Source: an optimization exercise on an open RTL-to-GDS flow (aim: small area, a short achievable clock period and few clock cycles per item). Production flows keep margins and buffers that such runs may drop.
Function was checked by simulation only, so behaviour that the tests miss may differ from the original.
Power is estimated from default activity; no workload was simulated.

Design huf_decode, start of the top module:
module huf_decode (
    input  wire        clk,
    input  wire        rst,
    input  wire        start,
    input  wire [15:0] tree_base,
    input  wire [15:0] tree_len,
    input  wire [15:0] blob_base,
    input  wire [15:0] blob_len,
    input  wire [19:0] start_bit,
    input  wire [15:0] nsym,
    output wire        ready,
    output wire        mem_req,
    output wire [15:0] mem_addr,
    input  wire        mem_gnt,
    input  wire        mem_rvalid,
    input  wire [15:0] mem_rdata,
    output wire        out_valid,
    output wire [7:0]  out_data,
    input  wire        out_ready,
    output wire        done,
    output wire [1:0]  done_err,
    output wire [19:0] done_info
);
Size: ~1,700 cells after synthesis, roughly 250 flip-flops.
==> flow/config.mk <==
export PLATFORM = sky130hd
export DESIGN_NAME = huf_decode
export DESIGN_NICKNAME = huf_decode
export VERILOG_FILES = /design/flow/design.v
export SDC_FILE = /design/flow/constraint.sdc
export NUM_CORES = 4
export LEC_CHECK = 0
export CAP_MARGIN = 20
export CORE_MARGIN = 2
export CORE_UTILIZATION = 60
export CTS_CLUSTER_DIAMETER = 100
export CTS_CLUSTER_SIZE = 20
export SETUP_SLACK_MARGIN = 2.8
export SLEW_MARGIN = 20
==> flow/constraint.sdc <==
create_clock -name core_clock -period 6.5 [get_ports {clk}]
set_input_delay 1.3000 -clock core_clock [delete_from_list [all_inputs] [get_ports {clk}]]
set_output_delay 1.3000 -clock core_clock [all_outputs]
set_load 0.01 [all_outputs]
standard.sh (not shown) runs the stock make flow with config.mk's settings and CLKGATE_MAP_FILE= SYNTH_SCRIPT=/design/flow/synth_recipe.tcl, a recipe that flattens the netlist after the stock synthesis.
==> flow/flow/run.sh <==
#!/bin/bash
# The standard layout (standard.sh), with plain buf_1 cells as the port
# buffers instead of ORFS's default port buffer cell. Every port still gets
# a buffer; everything else is the standard flow. The make output goes to
# flow_standard.log; ORFS keeps each step's log under orfs/logs.
export BUFFER_PORTS_ARGS="-buffer_cell sky130_fd_sc_hd__buf_1"
bash standard.sh > flow_standard.log 2>&1
Testbench counts at the start, summed over its fixed seeds: cycles 58,292, items 5,993.
==> next run, changes <==
- CORE_UTILIZATION: 60 -> 55
- SETUP_SLACK_MARGIN: 2.8 -> 2.5
Power decreases by 2.3%.
Clock-buffer cell count is unchanged.
Hold slack is better by 9.5 ps.
Setup slack is worse by 54 ps.
Routed wire length decreases by 2.5%.
Cell count increases by 0.41%.
Sequential power is about the same.
Synthesized cell count is unchanged.
Global-route usage decreases by 3.4 points.
Sequential share of layout area increases by 1.1 points.
Design area decreases by 2.7%.
==> next run, changes <==
- CORE_UTILIZATION: 55 -> 60
- SETUP_SLACK_MARGIN: 2.5 -> 2.3
Wire length shrinks by 1.8%.
First-iteration DRC count grows by 9.6%.
Die area shrinks by 8.1%.
Hold slack hardly moves.
Setup slack gets worse by 120 ps.
Final area shrinks by 1.7%.
Synthesized area is unchanged.
Clock-buffer cell count shrinks by 1.
==> next run, changes <==
- CORE_UTILIZATION: 60 -> 70
- CTS_CLUSTER_DIAMETER: 100 -> default
- CTS_CLUSTER_SIZE: 20 -> default
- SETUP_SLACK_MARGIN: 2.3 -> 2.8
Wire length goes up by roughly a tenth.
Non-clock buffer count goes up by 59.
Cell area goes up by a little under a tenth.
Sequential cell count is unchanged.
Fmax goes up by a few percent.
Count of clock-buffer cells in the layout goes up by 12.
Final cell count goes up by a few percent.
Worst hold slack gets worse by 3.4 ps.
==> next run, changes <==
- CORE_UTILIZATION: 70 -> 66
- CTS_CLUSTER_DIAMETER: default -> 100
- CTS_CLUSTER_SIZE: default -> 20
- SETUP_SLACK_MARGIN: 2.8 -> 2.5
The changed run finished with timing, DRC and antenna clean.
Fmax goes down by 1.5%.
Routed wire length is lower by 12%.
Flip-flop and latch count is unchanged.

========
huf_decode again, from the RTL that the note above started with.
export LEC_CHECK = 0
export CAP_MARGIN = 20
export CORE_MARGIN = 2
export CORE_UTILIZATION = 60
export CTS_CLUSTER_DIAMETER = 100
export CTS_CLUSTER_SIZE = 20
export SETUP_SLACK_MARGIN = 2.5
export SLEW_MARGIN = 20
create_clock -name core_clock -period 6.5 [get_ports {clk}]
Scripts as last shown in full above: flow/flow/run.sh
The starting point completed without violations.
Testbench counts at the start, summed over its fixed seeds: cycles 58,292, items 5,993.
Next try:
CORE_UTILIZATION = 40   (was 60)
CTS_CLUSTER_DIAMETER = not set   (was 100)
CTS_CLUSTER_SIZE = not set   (was 20)
The changed run finished clean.
Count of clock-buffer cells in the layout grows by 12.
Global-route usage went down by 8.9 points.
Combinational power is about the same.
Register-to-register slack degrades by 0.16 ns.
Routed wire length goes up by roughly a tenth.
Fmax fell by a few percent.
Die area increases by well over a third.
Worst setup slack loses 0.17 ns.
Area after synthesis does not change.
Next try:
CORE_UTILIZATION = 60   (was 40)
CTS_CLUSTER_DIAMETER = 80   (was not set)
CTS_CLUSTER_SIZE = 24   (was not set)
The changed run produced a clean layout.
Setup slack gains 0.15 ns.
Die area came out lower by 33%.
Total power drops by 7.4%.
Global-route usage goes up by 8.9 points.
Via count barely changes.
Next try:
CTS_CLUSTER_DIAMETER = 120   (was 80)
CTS_CLUSTER_SIZE = 30   (was 24)
=> Clock skew climbs by 0.0056 ns. Sequential share of layout area hardly moves. Synthesized cell count does not change.
Next try:
CTS_CLUSTER_DIAMETER = not set   (was 120)
CTS_CLUSTER_SIZE = not set   (was 30)
What happened:
- hold slack got worse by 0.019 ns
- final cell count goes up by 0.73%
- power goes up by 8.6%
- sequential cell count is unchanged
- synthesized cell count stays the same
- register-to-register slack got worse by 0.10 ns
- design area goes up by 2.3%
- utilization goes up by 1.6 points

## separate check: timing with driven ports
The flow's constraints put no driver on any port. The routed layouts listed below were extracted and timed again, unchanged, in two steps.
Step 1 (the two cells are an assumption about what drives the block):
set clk [get_ports {clk}]
set_driving_cell -lib_cell sky130_fd_sc_hd__clkbuf_16 $clk
set_driving_cell -lib_cell sky130_fd_sc_hd__buf_2 [delete_from_list [all_inputs] $clk]
Step 2 moves the port delays by t, midway between the first and last clock arrival at a register: inputs arrive t later, outputs are due t later. That takes back most of the time a late clock gives input paths.
a / b / c = ideal / step 1 / step 2; a / b = the first two.
run	t, ns	setup WS [ns]	clock arrival spread, ns	slew at the worst register clock pin (ns)	cell pins on the clock port's net
the first run of note 1	0.552	2.569 / 2.591 / 2.038	0.013 / 0.013	0.09 / 0.09	1
the second run of note 1	0.548	2.514 / 2.548 / 2.000	0.016 / 0.017	0.09 / 0.09	1
the third run of note 1	0.546	2.399 / 2.399 / 1.894	0.026 / 0.026	0.09 / 0.09	1
the fourth run of note 1	0.615	2.493 / 2.524 / 1.910	0.021 / 0.021	0.07 / 0.07	1
the fifth run of note 1	0.565	2.433 / 2.463 / 1.898	0.017 / 0.018	0.09 / 0.09	1
the first run of note 2	0.556	2.585 / 2.613 / 2.056	0.019 / 0.019	0.09 / 0.09	1
the second run of note 2	0.641	2.418 / 2.452 / 1.811	0.022 / 0.022	0.07 / 0.07	1
the third run of note 2	0.553	2.568 / 2.592 / 2.038	0.026 / 0.025	0.10 / 0.10	1
the fourth run of note 2	0.542	2.553 / 2.581 / 2.038	0.031 / 0.031	0.12 / 0.12	1
the fifth run of note 2	0.608	2.502 / 2.525 / 1.917	0.014 / 0.014	0.06 / 0.06	1
After both steps every run listed still meets setup and hold. For the second run of note 2, which loses most, drivers alone change the setup slack by +0.034 ns; drivers and shift together by -0.607 ns.
